Background: an optimization exercise with open tools, aiming at small area. Do not read the settings as production practice.
The RTL was checked by simulation tests, not by an equivalence proof against the original design.
Power and IR drop assume default switching activity.

--- flow/design.v ---
module osj_lpe (
    input  wire              clk_i,
    input  wire              rst_i,
    input  wire              op_valid_i,
    input  wire [3:0]        op_i,
    output wire              ready_o,
    input  wire [4:0]        arg_keys_i,
    input  wire [9:0]        arg_x_i,
    input  wire [9:0]        arg_y_i,
    input  wire [4:0]        btn_raw_i,
    input  wire [9:0]        axis_x_i,
    input  wire [9:0]        axis_y_i,
    input  wire [7:0]        rx_len_i,
    input  wire [55:0]       rx_frame_i,
    input  wire [31:0]       now_i,
    input  wire [9:0]        cfg_thr_x_i,
    input  wire [9:0]        cfg_thr_y_i,
    input  wire [15:0]       cfg_ka_interval_i,
    input  wire [31:0]       cfg_timeout_i,
    output wire [55:0]       tx_frame_o,
    output wire              tx_valid_o,
    output wire [4:0]        sampled_keys_o,
    output wire [4:0]        cur_keys_o,
    output wire [9:0]        cur_x_o,
    output wire [9:0]        cur_y_o,
    output wire              changed_o,
    output wire [7:0]        cks_o,
    output wire [2:0]        dec_code_o,
    output wire [7:0]        dec_keys_o,
    output wire [15:0]       dec_x_o,
    output wire [15:0]       dec_y_o,
    output wire              illegal_o,
    output wire              alive_o,
    output wire              alive_r_o,
    output wire              seen_o,
    output wire              expired_o,
    output wire [31:0]       last_seen_o
);
    reg              seq_w;         
    reg              seq_t;         
    reg  [4:0]       dbn_msk;       
    reg  [7:0]       dbn_lfsr;      
    reg  [4:0]       sampled_keys;
    reg              cur_valid;
    reg  [4:0]       cur_keys;
    reg  [9:0]       cur_x;
    reg  [9:0]       cur_y;
    reg              changed;
    reg  [15:0]      ka_cnt;
    reg              fr_s;          
    reg              fr_k;          
    reg  [4:0]       fr_keys;
    reg  [9:0]       fr_x;
    reg  [9:0]       fr_y;
    reg              tx_stb;
    reg              illegal_stb;
    reg  [7:0]       cks_result;
    reg  [2:0]       dec_code;
    reg  [7:0]       dec_keys;
    reg  [15:0]      dec_x;
    reg  [15:0]      dec_y;
    reg              seen;
    reg  [31:0]      last_seen;
    reg              expired;
    reg              alive_r;
    wire seq_idle = !seq_w && !seq_t;
    wire seq_ka   = !seq_w &&  seq_t;
    wire accept   = seq_idle && op_valid_i;
    wire acc_samp = accept && (op_i == 4'h1);
    wire acc_hc   = accept && (op_i == 4'h2);
    wire acc_est  = accept && (op_i == 4'h3);
    wire acc_eka  = accept && (op_i == 4'h4);
    wire acc_dec  = accept && (op_i == 4'h5);
    wire acc_cks  = accept && (op_i == 4'h6);
    wire acc_tick = accept && (op_i == 4'h7);
    wire acc_alv  = accept && (op_i == 4'h8);
    wire acc_ill  = accept && op_i[3] && (op_i[2:0] != 3'b000);
    wire start    = acc_samp || acc_tick;
    localparam [7:0] DBN_INIT = 8'h01;
    localparam [7:0] DBN_LAST = 8'h0E;
    wire       none_pressed = &btn_raw_i;
    wire [7:0] lfsr_next = {dbn_lfsr[6:0], dbn_lfsr[7] ^ dbn_lfsr[5] ^ dbn_lfsr[4] ^ dbn_lfsr[3]};
    wire       dbn_done  = seq_w && (dbn_lfsr == DBN_LAST);
    wire [4:0] dbn_keys  = dbn_msk & ~btn_raw_i;
    wire tt_complete = (acc_tick && none_pressed) || (seq_w && seq_t && dbn_done);
    wire hc_run      = acc_hc || tt_complete;
    wire [4:0] hc_keys = (seq_w && seq_t) ? dbn_keys :
                         acc_hc           ? sampled_keys : 5'b00000;
    wire ch_x, ch_y;
    osj_absgt u_gx (.a(axis_x_i), .b(cur_x), .t(cfg_thr_x_i), .gt(ch_x));
    osj_absgt u_gy (.a(axis_y_i), .b(cur_y), .t(cfg_thr_y_i), .gt(ch_y));
    wire hc_ch = !cur_valid || (hc_keys != cur_keys) || ch_x || ch_y;
    wire [15:0] ka_inc;
    wire [16:0] ka_c;
    assign ka_c[0] = 1'b1;
    genvar g;
    generate
        for (g = 0; g < 16; g = g + 1) begin : g_ka
            assign ka_inc[g]  = ka_cnt[g] ^ ka_c[g];
            assign ka_c[g+1]  = ka_cnt[g] & ka_c[g];
        end
    endgenerate
    wire ka_ge;
    osj_ge16 u_kage (.a(ka_inc), .b(cfg_ka_interval_i), .ge(ka_ge));
    wire ka_due = ka_ge || ka_c[16];
    wire [7:0] rx_b0 = rx_frame_i[55:48];
    wire [7:0] rx_b1 = rx_frame_i[47:40];
    wire [7:0] rx_b2 = rx_frame_i[39:32];
    wire [7:0] rx_b3 = rx_frame_i[31:24];
    wire [7:0] rx_b4 = rx_frame_i[23:16];
    wire [7:0] rx_b5 = rx_frame_i[15:8];
    wire [7:0] rx_b6 = rx_frame_i[7:0];
    wire len_hi = |rx_len_i[7:3];
    wire [6:0] m;
    assign m[0] = len_hi | (rx_len_i[2:0] != 3'd0);
    assign m[1] = len_hi | (rx_len_i[2:0] >  3'd1);
    assign m[2] = len_hi | (rx_len_i[2:0] >  3'd2);
    assign m[3] = len_hi | rx_len_i[2];
    assign m[4] = len_hi | (rx_len_i[2:0] >  3'd4);
    assign m[5] = len_hi | (rx_len_i[2:0] >  3'd5);
    assign m[6] = len_hi | (rx_len_i[2:0] == 3'd7);
    wire [7:0] cks_slice = ({8{m[0]}} & rx_b0) ^ ({8{m[1]}} & rx_b1) ^
                           ({8{m[2]}} & rx_b2) ^ ({8{m[3]}} & rx_b3) ^
                           ({8{m[4]}} & rx_b4) ^ ({8{m[5]}} & rx_b5) ^
                           ({8{m[6]}} & rx_b6);
    wire len7   = (rx_len_i == 8'd7);
    wire cks_ok = (cks_slice == 8'h00);
    wire is_st  = (rx_b0 == 8'hAA);
    wire is_ka  = (rx_b0 == 8'hE0);
    wire [2:0] dec_result = !len7   ? 3'd3 :
                            !cks_ok ? 3'd4 :
                            is_st   ? 3'd1 :
                            is_ka   ? 3'd2 : 3'd5;
    wire dec_st  = len7 && cks_ok && is_st;
    wire refresh = acc_dec && len7 && cks_ok && (is_st || is_ka);
    wire [31:0] delta     = now_i - last_seen;
    wire        in_time   = (delta <= cfg_timeout_i);
    wire        alive_cmp = seen && !expired && in_time;
    wire fr_load_st = acc_est || (tt_complete && hc_ch);
    wire fr_load_ka = acc_eka || seq_ka || (tt_complete && !hc_ch && ka_due);
    always @(posedge clk_i) begin
        if (start)
            dbn_msk <= ~btn_raw_i;
        dbn_lfsr <= start ? DBN_INIT : lfsr_next;
    end
    always @(posedge clk_i) begin
        if (rst_i) begin
            seq_w        <= 1'b0;
            seq_t        <= 1'b0;
            sampled_keys <= 5'b00000;
            cur_valid    <= 1'b0;
            cur_keys     <= 5'b00000;
            cur_x        <= 10'd0;
            cur_y        <= 10'd0;
            changed      <= 1'b0;
            ka_cnt       <= 16'd0;
            fr_s         <= 1'b0;
            fr_k         <= 1'b0;
            fr_keys      <= 5'd0;
            fr_x         <= 10'd0;
            fr_y         <= 10'd0;
            tx_stb       <= 1'b0;
            illegal_stb  <= 1'b0;
            cks_result   <= 8'h00;
            dec_code     <= 3'd0;
            dec_keys     <= 8'h00;
            dec_x        <= 16'h0000;
            dec_y        <= 16'h0000;
            seen         <= 1'b0;
            last_seen    <= 32'd0;
            expired      <= 1'b0;
            alive_r      <= 1'b0;
        end else begin
            tx_stb      <= fr_load_st || fr_load_ka;
            illegal_stb <= acc_ill;
            if (start && !none_pressed) begin
                seq_w <= 1'b1;
                seq_t <= acc_tick;
            end else if (dbn_done && !seq_t) begin
                seq_w <= 1'b0;
            end else if (tt_complete) begin
                seq_w <= 1'b0;
                seq_t <= hc_ch && ka_due;
            end else if (seq_ka) begin
                seq_t <= 1'b0;
            end
            if (start && none_pressed)
                sampled_keys <= 5'b00000;
            else if (dbn_done)
                sampled_keys <= dbn_keys;
            if (hc_run) begin
                changed <= hc_ch;
                if (hc_ch) begin
                    cur_keys  <= hc_keys;
                    cur_x     <= axis_x_i;
                    cur_y     <= axis_y_i;
                    cur_valid <= 1'b1;
                end
            end
            if (tt_complete)
                ka_cnt <= ka_due ? 16'd0 : ka_inc;
            if (fr_load_st) begin
                fr_s    <= 1'b1;
                fr_k    <= 1'b0;
                fr_keys <= acc_est ? arg_keys_i : hc_keys;
                fr_x    <= acc_est ? arg_x_i    : axis_x_i;
                fr_y    <= acc_est ? arg_y_i    : axis_y_i;
            end else if (fr_load_ka) begin
                fr_s    <= 1'b0;
                fr_k    <= 1'b1;
                fr_keys <= 5'b01010;
                fr_x    <= 10'b01_1010_1010;
                fr_y    <= 10'b01_1010_1010;
            end
            if (acc_dec) begin
                dec_code <= dec_result;
                if (dec_st) begin
                    dec_keys <= rx_b1;
                    dec_x    <= {rx_b2, rx_b3};
                    dec_y    <= {rx_b4, rx_b5};
                end
            end
            if (acc_cks)
                cks_result <= cks_slice;
            if (acc_alv)
                alive_r <= alive_cmp;
            if (refresh) begin
                seen      <= 1'b1;
                last_seen <= now_i;
                expired   <= 1'b0;
            end else if (seen && !expired && !in_time) begin
                expired   <= 1'b1;
            end
        end
    end
    wire fr_nz = fr_s | fr_k;
    wire [7:0] fr_b2 = {1'b0, fr_k, 1'b0, fr_k, 1'b0, fr_k, fr_x[9:8]};
    wire [7:0] fr_b4 = {1'b0, fr_k, 1'b0, fr_k, 1'b0, fr_k, fr_y[9:8]};
    wire [7:0] fr_cks = {fr_s, fr_k, fr_s, 1'b0, fr_s, 1'b0, fr_s, 1'b0} ^
                        {3'b000, fr_keys} ^ {6'd0, fr_x[9:8]} ^ fr_x[7:0] ^
                        {6'd0, fr_y[9:8]} ^ fr_y[7:0];
    assign tx_frame_o = {fr_nz, fr_k, fr_nz, 1'b0, fr_s, 1'b0, fr_s, 1'b0,
                         fr_k, 1'b0, fr_k, fr_keys,
                         fr_b2, fr_x[7:0], fr_b4, fr_y[7:0], fr_cks};
    assign ready_o        = seq_idle;
    assign tx_valid_o     = tx_stb;
    assign sampled_keys_o = sampled_keys;
    assign cur_keys_o     = cur_keys;
    assign cur_x_o        = cur_x;
    assign cur_y_o        = cur_y;
    assign changed_o      = changed;
    assign cks_o          = cks_result;
    assign dec_code_o     = dec_code;
    assign dec_keys_o     = dec_keys;
    assign dec_x_o        = dec_x;
    assign dec_y_o        = dec_y;
    assign illegal_o      = illegal_stb;
    assign alive_o        = alive_cmp;
    assign alive_r_o      = alive_r;
    assign seen_o         = seen;
    assign expired_o      = expired;
    assign last_seen_o    = last_seen;
endmodule
module osj_absgt (
    input  wire [9:0] a,
    input  wire [9:0] b,
    input  wire [9:0] t,
    output wire       gt
);
    wire [10:0] c;
    wire [9:0]  d;
    assign c[0] = 1'b1;
    genvar g;
    generate
        for (g = 0; g < 10; g = g + 1) begin : g_sub
            assign d[g]   = a[g] ^ ~b[g] ^ c[g];
            assign c[g+1] = (a[g] & ~b[g]) | (a[g] & c[g]) | (~b[g] & c[g]);
        end
    endgenerate
    wire s = ~c[10];
    wire [9:0] e = d ^ {10{s}};
    wire [10:0] k;
    assign k[0] = s;
    generate
        for (g = 0; g < 10; g = g + 1) begin : g_cmp
            assign k[g+1] = (e[g] & ~t[g]) | (e[g] & k[g]) | (~t[g] & k[g]);
        end
    endgenerate
    assign gt = k[10];
endmodule
module osj_ge16 (
    input  wire [15:0] a,
    input  wire [15:0] b,
    output wire        ge
);
    wire [16:0] k;
    assign k[0] = 1'b1;
    genvar g;
    generate
        for (g = 0; g < 16; g = g + 1) begin : g_cmp
            assign k[g+1] = (a[g] & ~b[g]) | (a[g] & k[g]) | (~b[g] & k[g]);
        end
    endgenerate
    assign ge = k[16];
endmodule
--- flow/flow/run.sh ---
#!/bin/bash
set -euo pipefail
export BUFFER_PORTS_ARGS="-buffer_cell sky130_fd_sc_hd__buf_1"
export CTS_ARGS="-sink_clustering_enable -repair_clock_nets -dont_use_dummy_load -buf_list {sky130_fd_sc_hd__clkbuf_8}"
bash standard.sh finish > standard_flow.log 2>&1
--- flow/standard.sh ---
#!/bin/bash
# synth_recipe.tcl (not shown) runs the flow's synth.tcl, then flattens the netlist and writes it again
# the make line also repeats each setting of config.mk as NAME=value (left out here)
make -C /OpenROAD-flow-scripts/flow DESIGN_CONFIG=/design/flow/config.mk WORK_HOME=/design/flow/orfs CLKGATE_MAP_FILE= SYNTH_SCRIPT=/design/flow/synth_recipe.tcl "${@:-finish}"
--- flow/config.mk ---
export PLATFORM = sky130hd
export DESIGN_NAME = osj_lpe
export DESIGN_NICKNAME = osj_lpe
export VERILOG_FILES = /design/flow/design.v
export SDC_FILE = /design/flow/constraint.sdc
export NUM_CORES = 4
export LEC_CHECK = 0
export CAP_MARGIN = 20
export CORE_MARGIN = 2
export CORE_UTILIZATION = 40
export SLEW_MARGIN = 20
--- flow/constraint.sdc ---
create_clock -name core_clock -period 12.0 [get_ports {clk_i}]
set_input_delay 2.4000 -clock core_clock [delete_from_list [all_inputs] [get_ports {clk_i}]]
set_output_delay 2.4000 -clock core_clock [all_outputs]
set_load 0.01 [all_outputs]
==> results of run 1 <==
## metrics by stage
stage | hold WS [ns] | cell area, sq um | power (uW)
6_report | 0.457 | 13900 | 1260
3_5_place_dp | 0.439 | 13700 | 942
5_1_grt | 0.471 | 13900 | 1330
2_1_floorplan | 0.421 | 12200 | 845
4_1_cts | 0.462 | 13900 | 1270
3_3_place_gp | 0.428 | 13700 | 939
## final timing paths
kind                                from                     end  slack, ns
setup / recovery                now_i[0]                 alive_o       2.69
hold / removal    dbn_lfsr[2]$_SDFF_PN0_  dbn_lfsr[3]$_SDFF_PN0_       0.46
setup reg to reg   cur_x[0]$_SDFFE_PP0P_   cur_y[8]$_SDFFE_PP0P_       4.76
hold reg to reg   dbn_lfsr[2]$_SDFF_PN0_  dbn_lfsr[3]$_SDFF_PN0_       0.46
## state kept, by name, summed over array words and instances (netlist names), 8 cells and up
signal      cells
dec_keys        8
fr_x           10
cur_y          10
dec_y          16
cks_result      8
dec_x          16
cur_x          10
ka_cnt         16
fr_y           10
dbn_lfsr        8
last_seen      32
## placed cells by master, fill, tap and decap left out, types with 20 or more instances in the layout
| cell type | synthesis | final |
|---|---|---|
| a21o_1 | 28 | 28 |
| a21oi_1 | 73 | 73 |
| a221oi_1 | 22 | 22 |
| and2_1 | 20 | 20 |
| buf_1 | 2 | 386 |
| dfxtp_1 | 173 | 173 |
| ha_1 | 80 | 80 |
| inv_1 | 135 | 135 |
| mux2i_1 | 99 | 99 |
| nand2_1 | 63 | 63 |
| nand3_1 | 28 | 28 |
| nor2_1 | 193 | 193 |
| nor3_1 | 20 | 20 |
| o21ai_0 | 45 | 45 |
| xnor2_1 | 61 | 61 |
| xor2_1 | 23 | 23 |
## layer usage
layer	up-vias	global-route usage, %
met5	-	0
met4	2	8.81
met3	58	5.88
met2	372	39.3
met1	5233	27.6
li1	5548	-
## power breakdown
part	switching (uW)	leakage (uW)	internal, uW
clock network	203	0.000122	126
registers	16.1	0.00144	614
logic	169	0.00394	132
## worst max-delay path: stages
cell and delay [ns]:
buf_1 0.08, inv_1 0.05, ha_1 0.16, inv_1 0.06
fa_1 0.43, a211oi_1 0.28, o21ai_0 0.14, a21boi_0 0.27
a22oi_1 0.20, a31oi_1 0.37, inv_1 0.11, a31o_2 0.26
a21oi_1 0.18, xnor2_1 0.14, ha_1 0.24, and4_1 0.20
nand4_1 0.14, nor3_1 0.09, o21a_1 0.13, a31oi_1 0.19
o211ai_1 0.13, o21a_1 0.24, nor3b_1 0.23, buf_1 0.18
## cell type report
cell class | count | area (sq um) | share of cell area [%]
antenna | 6 | 15.0 | 0.108
clock buffer | 17 | 234 | 1.68
inverter | 135 | 507 | 3.64
multi-input combinational | 1021 | 7550 | 54.2
sequential | 178 | 3610 | 26.0
tap | 390 | 488 | 3.50
timing repair buffer | 395 | 1520 | 10.9
## synth_stat cells, types with 5 or more instances
master and instances:
buf_2 10, o221ai_1 9, a22oi_1 9, xnor2_1 61, o22ai_1 11, clkbuf_1 33
xor2_1 23, a21o_1 28, o221a_2 12, fa_1 19, nor3_1 20, nand2_1 63
nand2b_1 11, nand3_1 28, a211o_1 11, mux2i_1 99, a21boi_0 9, a221oi_1 22
and2_1 20, nand4_1 5, inv_1 135, maj3_1 5, and3_1 14, buf_6 5
o21ai_0 45, edfxtp_1 5, a31oi_1 9, nor2b_1 18, a21oi_1 73, nor2_1 193
buf_4 26, o21a_1 17, dfxtp_1 173, a22o_1 13, ha_1 80
## cells by family (layout without fill, tap and decap cells)
logic type      count (synthesis)  after routing  share of synthesized area, %
compound gates                309            309                          18.0
xor+xnor                       92             92                          7.60
fa+ha+maj                     104            104                          11.8
buf+inv                       214            547                          8.25
flops                         178            178                          29.8
mux                            99             99                          8.18
other cells                     1             16                        0.0309
simple gates                  407            407                          16.3
==> flow_summary.toml, run 1 <==
[clocking]
cts_root_buf = "clkbuf_8"
cts_tree = "yes"
insertion_delay_ns = 0.49
postCtsSetupBuffers = 0
htree_num_levels = 4
cts_hold_buf = 0
cts_made_buffers = 17
clock_sinks = 178
cts_max_path_buffers = 2
cts_resized = 0
clk_pin_slew_ns = 0.09

[pwr]
pwr_density_cell_nw_per_um2 = 90.5
p_leak_uw = 0.00551
peakVddDrop_uv = 50.7

[routing]
routed-wl-met2_microns = 17400
first_iter_violations = 616
drc = 0
num_vias = 11213
wl_per_cell_microns = 17.4
antenna_left = 0
topRoutingLayerUsed = "met5"
first_pass_iters = 5
routed_via_density = 5.23
routed_wirelength_microns = 37300
wl_met3_microns = 2580
wl_met1_microns = 16200

[floorplan]
coreArea_sq_um = 29700
die_x_microns = 178
die_h_microns = 178
rows = 63
die_area_sq_um = 31700
ios = 398
start_util_pct = 40.8

[place]
place_inst = 2119
dp.final_hpwl_microns = 29900
io_buffers = 387
gp_congestion = 0.905
dpl_worst_slack_ns = 2.61

[final_layout]
final_nets = 2068
final_core_util_pct = 46.8
drive_gt1_share_pct = 3.67
fin_cells = 2142
fillCellCount = 3026
area.growth.synth_to_final_pct = 14.9

[yosys]
synth_warnings = 1
synth_top_area_cell = "dfxtp_1"
yosys.area.top_type_share_pct = 28.6
async_flop_share_pct = 0
synth_edf_count = 5
synth_area_sq_um = 12100
avgSynthCellArea_sq_um = 8.63
yosys_most_used_dff = "dfxtp_1"
yosys_register_bits = 178
synth_cell_types = 75
yosysSeqAreaShare_pct = 29.8
synth_cells = 1404
netlist_top_cells_area = "dfxtp_1 29%, ha_1 8.3%, mux2i_1 8.2%"

[sta]
hold_violations = 0
worstMarginPinSlew_ns = 0.990
finalCriticalPeriod_ns = 9.31
rsz0062_at_grt = "false"
skew_ns = 0.0415
final.period_utilization_pct = 77.6
max-slew-margin-rel_pct = 33.5
setup_ws_ns = 2.69
report.final.slew_viol_count = 0
clock.fmax_mhz = 107
tns_ns = 0
finalSetupViolCount = 0

[critical_path]
cp.required_ns = 9.60
cp_max_fo = 3
crit_arrival_ns = 6.91
end_kind = "output pin"
rr_worst_depth = 19
critPathKind = "in -> out"
startpoint_type = "input port"

[grt]
antenna_found_initial = 7
grt_pass1_vias = 10710
track_usage_pct = 23.0
grt_pass1_wl_microns = 56800
grt_max_degree = 82
grt_overflow = 0

[hold_path]
min_path_cells = 1
min_path_type = "reg -> reg"

[job]
maxCapViolCount = 0

[status]
status = "finished clean"
==> inputs of run 2 (changes only) <==
==> flow/run.sh (new file) <==
#!/bin/bash
# synth_recipe.tcl (not shown) runs the flow's synth.tcl, then flattens the netlist and writes it again
# the make line also repeats each setting of config.mk as NAME=value (left out here)
make -C /OpenROAD-flow-scripts/flow DESIGN_CONFIG=/design/flow/config.mk WORK_HOME=/design/flow/orfs CLKGATE_MAP_FILE= SYNTH_SCRIPT=/design/flow/synth_recipe.tcl finish
removed: flow/flow/run.sh
removed: flow/standard.sh
==> flow_summary.toml, run 2 <==
[critical_path]
crit-reg2reg-launch = "cur_x[0]$_SDFFE_PP0P_"
startpoint_type = "input port"
cp.required_ns = 9.60
cp_max_fo = 3
end_kind = "output pin"
rr_worst_depth = 20
r2r_slack_ns = 5.01
crit_arrival_ns = 7.68
critPathKind = "in -> out"
worstReg2RegEnd = "cur_keys[1]$_SDFFE_PP0P_"

[grt]
track_usage_pct = 24.8
grt_pass1_vias = 10700
grt_max_degree = 63
antenna_found_initial = 6
grt_overflow = 0
grt_pass1_wl_microns = 60600

[final_layout]
largest-register = "last_seen"
mostFrequentLayoutCells = "386 x clkdlybuf4s50_1, 193 x nor2_1, 173 x dfxtp_1"
fillCellCount = 2791
largest_reg_flops = 32
final_nets = 2069
drive_gt1_share_pct = 4.48
area.growth.synth_to_final_pct = 37.8
final_common_cell = "clkdlybuf4s50_1"

[sta]
hold_violations = 0
max-slew-margin-rel_pct = 31.2
finalSetupViolCount = 0
tns_ns = 0
hold_ws_ns = 0.453
rsz0062_at_grt = "false"
final.period_utilization_pct = 84.0
finalCriticalPeriod_ns = 10.08
report.final.slew_viol_count = 0
clock.fmax_mhz = 99.2
worstMarginPinSlew_ns = 1.02
skew_ns = 0.0111

[clocking]
cts_root_buf = "clkbuf_16"
insertion_delay_ns = 0.44
cts_tree = "yes"
cts_hold_buf = 0
clock_sinks = 178
clk_pin_slew_ns = 0.07
cts_resized = 0
htree_num_levels = 4
cts_made_buffers = 17
cts_max_path_buffers = 2
postCtsSetupBuffers = 0

[routing]
first_pass_iters = 5
wl_per_cell_microns = 18.8
num_vias = 11269
routed_wirelength_microns = 40500
first_iter_violations = 586
antenna_left = 0
drc = 0
routed_via_density = 5.23

[floorplan]
start_util_pct = 40.8
ios = 398
coreArea_sq_um = 29700
die_h_microns = 178
rows = 63
die_area_sq_um = 31700
die_x_microns = 178

[yosys]
yosys.area.top_type_share_pct = 28.6
yosys-top-cells-count = "193 x nor2_1, 173 x dfxtp_1, 135 x inv_1, 99 x mux2i_1, 80 x ha_1"
synth_cells = 1404
synth_top_area_cell = "dfxtp_1"
synth_top_family_by_area = "compound AO/OA/AOI/OAI gates"
synth_cell_types = 75
synth.most_common_cell = "nor2_1"
netlist_top_cells_area = "dfxtp_1 29%, ha_1 8.3%, mux2i_1 8.2%"
synth_edf_count = 5
yosys_most_used_dff = "dfxtp_1"
yosys_register_bits = 178
synth_compound_area_share_pct = 18.0
yosysSeqAreaShare_pct = 29.8
synth_fa_ha_area_share_pct = 11.8
synth_area_sq_um = 12100
synthSimpleGateAreaFrac_pct = 16.3
synth_xor_area_share_pct = 7.60
async_flop_share_pct = 0
avgSynthCellArea_sq_um = 8.63
synthMuxAreaShare_pct = 8.18
synth_warnings = 1

[hold_path]
min_path_cells = 2
hold_end = "changed$_SDFFE_PP0N_"
hp-start = "changed$_SDFFE_PP0N_"
min_path_type = "reg -> reg"

[status]
status = "finished clean"

[pwr]
peakVddDrop_uv = 103
p_leak_uw = 0.00664
pwr_density_cell_nw_per_um2 = 93.7

[place]
dp.final_hpwl_microns = 32400
io_buffers = 387
gp_congestion = 0.893

[job]
maxCapViolCount = 0
[run 2: layout make-up]
class,count,area (sq um),area share [%]
Multi-Input combinational cell,1021,7550,45.2
Timing Repair Buffer,396,3940,23.6
Sequential cell,178,3610,21.6
Inverter,135,507,3.03
Clock buffer,22,495,2.97
Tap cell,390,488,2.92
Clock inverter,10,100,0.599
Antenna cell,3,7.51,0.0450
[run 2: worst max-delay path by stage]
stage                   from       to  slack (ns)
floorplan           now_i[0]  alive_o        3.53
global placement    now_i[0]  alive_o        1.98
detailed placement  now_i[0]  alive_o        1.90
CTS                 now_i[0]  alive_o        1.87
global route        now_i[0]  alive_o        1.53
finish              now_i[0]  alive_o        1.92
[run 2: logic make-up after synthesis]
family,after synthesis
multiplexers,99
other,1
AO/OA/AOI/OAI,309
AND/OR/NAND/NOR,407
adder cells (fa/ha/maj),104
buffers and inverters,214
XOR/XNOR,92
flip-flops,178
[run 2: power breakdown]
group	switching (uW)	leakage [uW]	internal, uW
Sequential	16.4	0.00144	614
Combinational	168	0.00492	195
Clock	255	0.000280	317
Total	439	0.00664	1130
[run 2: per-layer routing]
| metal | routed length (microns) | share of wire, % | up-vias | track usage [%] |
|---|---|---|---|---|
| met5 | 26 | 0.064 | - | 0 |
| met4 | 882 | 2.2 | 4 | 7.65 |
| met3 | 3220 | 7.9 | 52 | 6.93 |
| met2 | 18900 | 47 | 400 | 41.7 |
| met1 | 17500 | 43 | 5249 | 30.8 |
| li1 | - | - | 5564 | - |
[run 2: worst max-delay path: stages]
cell	delay [ns]
clkdlybuf4s50_1	0.43
inv_1	0.07
ha_1	0.16
inv_1	0.06
fa_1	0.42
a211oi_1	0.30
o21ai_0	0.14
a21boi_0	0.26
a22oi_1	0.20
a31oi_1	0.40
inv_1	0.12
a31o_2	0.26
a21oi_1	0.18
xnor2_1	0.14
ha_1	0.24
and4_1	0.20
nand4_1	0.12
nor3_1	0.08
o21a_1	0.12
a31oi_1	0.16
o211ai_1	0.11
o21a_1	0.24
nor3b_1	0.27
clkdlybuf4s50_1	0.59
[run 2: metrics by stage]
stage	area (sq um)	setup slack, ns	std cells	total power, uW	utilization, %
finish	16700	1.92	2155	1560	56.2
detailed placement	16100	1.90	2120	1010	54.2
CTS	16700	1.87	2152	1580	56.2
global placement	16100	1.98	2120	1000	54.2
floorplan	12200	3.53	1413	845	-
global route	16700	1.53	2154	1640	56.2

port drivers added, routing unchanged:
No port has a modelled driver above. Below, the same layouts with a new extraction and two added sets of constraints.
Step 1 (the two cells are an assumption about what drives the block):
set clk [get_ports {clk_i}]
set_driving_cell -lib_cell sky130_fd_sc_hd__clkbuf_16 $clk
set_driving_cell -lib_cell sky130_fd_sc_hd__buf_2 [delete_from_list [all_inputs] $clk]
Step 2 times the ports against the registers' clock, not the clock port: input delays grow and output delays shrink by t, the midpoint of the rising clock arrivals with the driver on.
Three values: ideal, step 1, step 2; two values: the first two.
run | t, ns | setup WS [ns] | clock arrival spread, ns | worst slew at a driven data input, ns
run 1 | 0.512 | 2.693 / 2.673 / 2.607 | 0.041 / 0.042 | 0.10
run 2 | 0.485 | 1.921 / 1.900 / 1.900 | 0.011 / 0.011 | 0.14
After both steps setup and hold are still met in every run listed. The setup slack of run 1, which loses most, moves by -0.020 ns with the drivers and by -0.086 ns with both steps.
